What follows belongs to an exercise in optimizing a design on an open flow for small area, a short achievable clock period and few clock cycles; a production flow would make more cautious choices. Where RTL was checked, it was by simulation tests only, not by an equivalence proof against the original. No driver is modelled on the clock port, so clocking that relies on it looks cheaper here than on a real chip. Power is estimated from default activity; no workload was simulated.

## job 1551
Design sappy_voice, start of the top module:
module sappy_voice (
    input             clk,
    input             rst,
    input             cmd_valid,
    output            cmd_ready,
    input      [2:0]  cmd_op,
    input      [3:0]  cmd_ch,
    input      [65:0] cmd_arg,
    output reg        frame_valid,
    output reg [15:0] frame_l,
    output reg [15:0] frame_r,
    output reg [11:0] frame_live
);
    localparam NCH = 12;
    localparam OP_NOTE = 3'd1, OP_MOD = 3'd2, OP_TICK = 3'd3, OP_FRAME = 3'd4, OP_STOP = 3'd5;
    localparam ST_ATT = 2'd0, ST_DEC = 2'd1, ST_SUS = 2'd2, ST_REL = 2'd3;
    localparam PH = 0, CY = 32, MSK = 35, LF = 36, INC = 51, GL = 87, GR = 95,
               RL = 103, KD = 104, DSH = 105;
    localparam KEY = 107, BV = 114, MZ = 124, VE = 125, PAN = 132, VEL = 139,
               GATE = 146, AA = 162, DD = 170, SS = 178, RR = 186, ENV = 194,
               ADSR = 202, DRG = 204, DRI = 205, IZ = 206, ED = 207, ID = 208;
    localparam W = 209;
  ...
==> flow/config.mk <==
export PLATFORM = sky130hd
export DESIGN_NAME = sappy_voice
export DESIGN_NICKNAME = sappy_voice
export VERILOG_FILES = /design/flow/design.v
export SDC_FILE = /design/flow/constraint.sdc
export NUM_CORES = 8
export LEC_CHECK = 0
export CAP_MARGIN = 20
export CORE_MARGIN = 2
export CORE_UTILIZATION = 58
export PLACE_DENSITY = 0.7
export SLEW_MARGIN = 20
==> flow/constraint.sdc <==
create_clock -name core_clock -period 24.0 [get_ports {clk}]
set_input_delay 4.8000 -clock core_clock [delete_from_list [all_inputs] [get_ports {clk}]]
set_output_delay 4.8000 -clock core_clock [all_outputs]
set_load 0.01 [all_outputs]
standard.sh (not shown) runs the stock make flow with config.mk's settings and CLKGATE_MAP_FILE= SYNTH_SCRIPT=/design/flow/synth_recipe.tcl, a recipe that flattens the netlist after the stock synthesis.
==> flow/flow/run.sh <==
#!/bin/bash
# Own layout flow: the standard flow (standard.sh, with its unchanged
# synthesis, floorplan, power grid, placement and routing) with these changes:
#  - the port buffers that buffer_ports inserts are buf_4 cells instead of
#    the default delay-cell buffers;
#  - clock tree synthesis without dummy loads and with larger sink clusters
#    (up to 25 sinks within 80 um);
#  - after CTS the tree's root buffer is split into four (root4.tcl), so the
#    clock port drives four root buffers, one per quarter of the tree;
#  - timing repair aims for 18 ns of setup slack on the 24 ns clock.
# Tool output goes to the *.log files here and to the ORFS logs under orfs/.
set -euo pipefail
export BUFFER_PORTS_ARGS="-buffer_cell sky130_fd_sc_hd__buf_4"
export CTS_ARGS="-sink_clustering_enable -repair_clock_nets -dont_use_dummy_load -sink_clustering_size 25 -sink_clustering_max_diameter 80"
export SETUP_SLACK_MARGIN=18.0
bash standard.sh synth floorplan place cts > standard_cts.log 2>&1
R=orfs/results/$FLOW_PLATFORM/sappy_voice/base
cp $R/4_cts.odb $R/4_cts_tritoncts.odb
ODB_IN=$R/4_cts_tritoncts.odb ODB_OUT=$R/4_cts.odb \
LIB=$FLOW_HOME/platforms/$FLOW_PLATFORM/lib/sky130_fd_sc_hd__tt_025C_1v80.lib \
  openroad -no_init -exit flow/root4.tcl > root4.log 2>&1
bash standard.sh > standard.log 2>&1
Other scripts of this flow, unchanged in this note and not shown: flow/flow/root4.tcl
Job 1551: no failed stages, no open violations at the end
Testbench counts of job 1551, summed over its fixed seeds: cycles 162,754.
Setup changes, job 1551 to job 5646
diff --git a/flow/design.v b/flow/design.v
--- a/flow/design.v
+++ b/flow/design.v
@@ -157,15 +157,14 @@
     reg tt2, tt3, tt4;                   
     wire drained = !(fe0 | fe1 | fe2 | fe3 | fs4 | fs5);
     reg  rr;
     wire acc = cmd_valid && !pend && fwait == 2'd0 && !rr;
     reg  [3:0] hc;           
     wire       x_note = pend && xop == OP_NOTE;
     wire       x_mod  = pend && xop == OP_MOD;
-    wire       x_tick = pend && xop == OP_TICK;
     wire       x_stop = pend && xop == OP_STOP;
     wire       at_head = hc == xch;
     wire [3:0] hc6     = hc >= 4'd6 ? hc - 4'd6 : hc + 4'd6;    
     wire       at_six  = hc6 == xch;
     wire       note_ex = x_note && at_head && drained;
     wire       mod_ex  = x_mod && (at_head || at_six);
     reg        sact;
### Flow results
- The register-to-register slack of job 1551 and that of job 5646 are within noise of each other.
- Comparing job 1551 with job 5646, the met3 layer usage reported by global route came out essentially unchanged.
- Job 5646 against job 1551: proportion of cell area spent on the clock network flat, mapped cell area shows no meaningful change, core utilization neither gained nor lost much.
- The detailed-route via count number comes out lower for job 5646 vs job 1551.
- Looking at actual transition at the worst max-transition pin, job 5646 sits 0.042 ns above job 1551.
Testbench counts of job 5646, summed over its fixed seeds: cycles 162,754.

== west ==
sappy_voice, a different RTL version from the one above (not shown whole).
For scale: roughly 8600 cells after synthesis, about 2900 flip-flops, roughly 120 I/O pins, roughly 100000 µm² of cells after synthesis.
// sappy_voice
module sappy_voice (
    input             clk,
    input             rst,
    input             cmd_valid,
    output            cmd_ready,
    input      [2:0]  cmd_op,
    input      [3:0]  cmd_ch,
    input      [65:0] cmd_arg,
    output reg        frame_valid,
    output reg [15:0] frame_l,
    output reg [15:0] frame_r,
    output reg [11:0] frame_live
);
Settings: LEC_CHECK=0, CAP_MARGIN=20, CORE_MARGIN=2, CORE_UTILIZATION=58, PLACE_DENSITY=0.7, SLEW_MARGIN=20; clock period 24.0 ns.
==> flow/flow/run.sh <==
#!/bin/bash
# Own layout flow: the standard flow (standard.sh, with its unchanged
# synthesis, floorplan, power grid, placement and routing) with these changes:
#  - the port buffers that buffer_ports inserts are buf_4 cells instead of
#    the default delay-cell buffers;
#  - clock tree synthesis without dummy loads and with larger sink clusters
#    (up to 25 sinks within 80 um);
#  - timing repair aims for 18 ns of setup slack on the 24 ns clock.
# All tool output goes to standard.log here and to the ORFS logs under orfs/.
set -euo pipefail
export BUFFER_PORTS_ARGS="-buffer_cell sky130_fd_sc_hd__buf_4"
export CTS_ARGS="-sink_clustering_enable -repair_clock_nets -dont_use_dummy_load -sink_clustering_size 25 -sink_clustering_max_diameter 80"
export SETUP_SLACK_MARGIN=18.0
bash standard.sh > standard.log 2>&1
Testbench counts of west, summed over its fixed seeds: cycles 162,937.
Relative to west, the following input files were edited for middle:
-- flow/design.v --
<<< west, line 168
    wire       note_ex = x_note && at_head && drained;
    wire       mod_ex  = x_mod && (at_head || at_six);
    reg        sact;
    reg  [3:0] sc;
    wire       stop_ex = sact && sc == 4'd11;
    reg        tst;          
    reg [11:0] edone;        
>>> middle, line 168
    wire       note_ex = x_note && at_head && drained;
    wire       mod_ex  = x_mod && (at_head || at_six);
    wire       stop_ex = x_stop && drained;
    wire       clr     = rst || stop_ex;
    reg        tst;          
    reg [11:0] edone;        
<<< west, line 517
                end
                if (p == 10 && ip[14]) n[INC +: 36] = Z[35:0];
                if (p == 0 && sact) n[RL] = 1'b0;
                if (rst) n[RL] = 1'b0;
                if (rst) n[MZ] = 1'b1;
            end
>>> middle, line 516
                end
                if (p == 10 && ip[14]) n[INC +: 36] = Z[35:0];
                if (clr) n[RL] = 1'b0;
                if (rst) n[MZ] = 1'b1;
            end
<<< west, line 605
            nq_q <= ib_q;
        end
        if (!pend) begin
            xop  <= cmd_op;
            xch  <= cmd_ch;
            xarg <= cmd_arg;
        end
        if (acc && cmd_op == OP_TICK) begin
            edone <= 12'd0;
            idone <= 12'd0;
        end else begin
            if (ecap) edone[hc] <= 1'b1;
            if (ivis && (!h_rl || !h[DRI] || icap_t)) idone[hc] <= 1'b1;
        end
        if (rst) begin
            pend <= 1'b0;
>>> middle, line 603
            nq_q <= ib_q;
        end
        if (rst) begin
            pend <= 1'b0;
<<< west, line 625
            frame_valid <= 1'b0;
            tt2 <= 1'b0; tt3 <= 1'b0; tt4 <= 1'b0;
            sact <= 1'b0;
            tokp <= 1'b0;
            tl <= 12'd0; tr <= 12'd0;
>>> middle, line 611
            frame_valid <= 1'b0;
            tt2 <= 1'b0; tt3 <= 1'b0; tt4 <= 1'b0;
            tokp <= 1'b0;
            tl <= 12'd0; tr <= 12'd0;
<<< west, line 635
            livef <= 12'd0;
        end else begin
            pend  <= pend_n;
            fwait <= fwait_n;
>>> middle, line 620
            livef <= 12'd0;
        end else begin
            if (!pend) begin
                xop  <= cmd_op;
                xch  <= cmd_ch;
                xarg <= cmd_arg;
            end
            pend  <= pend_n;
            fwait <= fwait_n;
<<< west, line 651
            end
            hc <= hc == 4'd11 ? 4'd0 : hc + 4'd1;
            if (acc && cmd_op == OP_TICK) tst <= 1'b1;
            else if (tick_end)            tst <= 1'b0;
            gp <= {gp[3:1], gcap};
            ip <= {ip[13:1], icap};
            ic <= icap ? 4'd1 : (ic == 4'd10 ? 4'd10 : ic + 4'd1);
            if (x_stop && drained && !sact) begin
                sact <= 1'b1;
                sc   <= 4'd0;
            end else if (sact) begin
                sact <= !stop_ex;
                sc   <= sc + 4'd1;
            end
            if (stop_ex) livef <= 12'd0;
            else if (note_ex) livef[xch] <= 1'b1;
>>> middle, line 641
            end
            hc <= hc == 4'd11 ? 4'd0 : hc + 4'd1;
            if (acc && cmd_op == OP_TICK) begin
                tst   <= 1'b1;
                edone <= 12'd0;
                idone <= 12'd0;
            end else if (tick_end) begin
                tst <= 1'b0;
            end else begin
                if (ecap) edone[hc] <= 1'b1;
                if (ivis && (!h_rl || !h[DRI] || icap_t)) idone[hc] <= 1'b1;
            end
            gp <= {gp[3:1], gcap};
            ip <= {ip[13:1], icap};
            ic <= icap ? 4'd1 : (ic == 4'd10 ? 4'd10 : ic + 4'd1);
            if (stop_ex) livef <= 12'd0;
            else if (note_ex) livef[xch] <= 1'b1;
[summary]
- Power consumed by the clock network delta (middle -> west): insignificant
- [middle] violation count after the first detailed-routing iteration rose 250 relative to west
- middle against west: post-route fraction of the period consumed by the critical path closely matched the old numbers; power share of the clock group increased by 0.6 points relative to the old numbers.
- The post-layout instance count excluding filler cells number comes out higher for middle vs west.
The RTL of middle was laid out without a check of its function.

-- separate check: timing with driven ports --
In the flow no input, the clock included, has a driving cell. The finished layouts below were timed again as built, in two steps. Step 1, drivers: a clkbuf_16 drives clk and a buf_2 each remaining input, both assumed. Step 2, shift: input delay + t, output delay - t, t = (earliest + latest rising clock arrival at the registers) / 2. This alone moves slack from input paths to output paths. Three values: no drivers, after step 1, after step 2; two values: the first two.
run	shift t [ns]	slack for setup (ns)	hold WS [ns]
job 1551	0.665	18.151 / 18.037 / 17.853	0.290 / 0.290 / 0.290
job 5646	0.689	18.157 / 18.035 / 18.096	0.298 / 0.298 / 0.298
west	0.879	17.959 / 17.871 / 17.554	0.289 / 0.289 / 0.289
middle	0.855	17.964 / 17.875 / 17.375	0.283 / 0.283 / 0.283
After both steps setup and hold are still met in every run listed. For middle, which loses most, drivers alone change the setup slack by -0.089 ns; drivers and shift together by -0.589 ns.
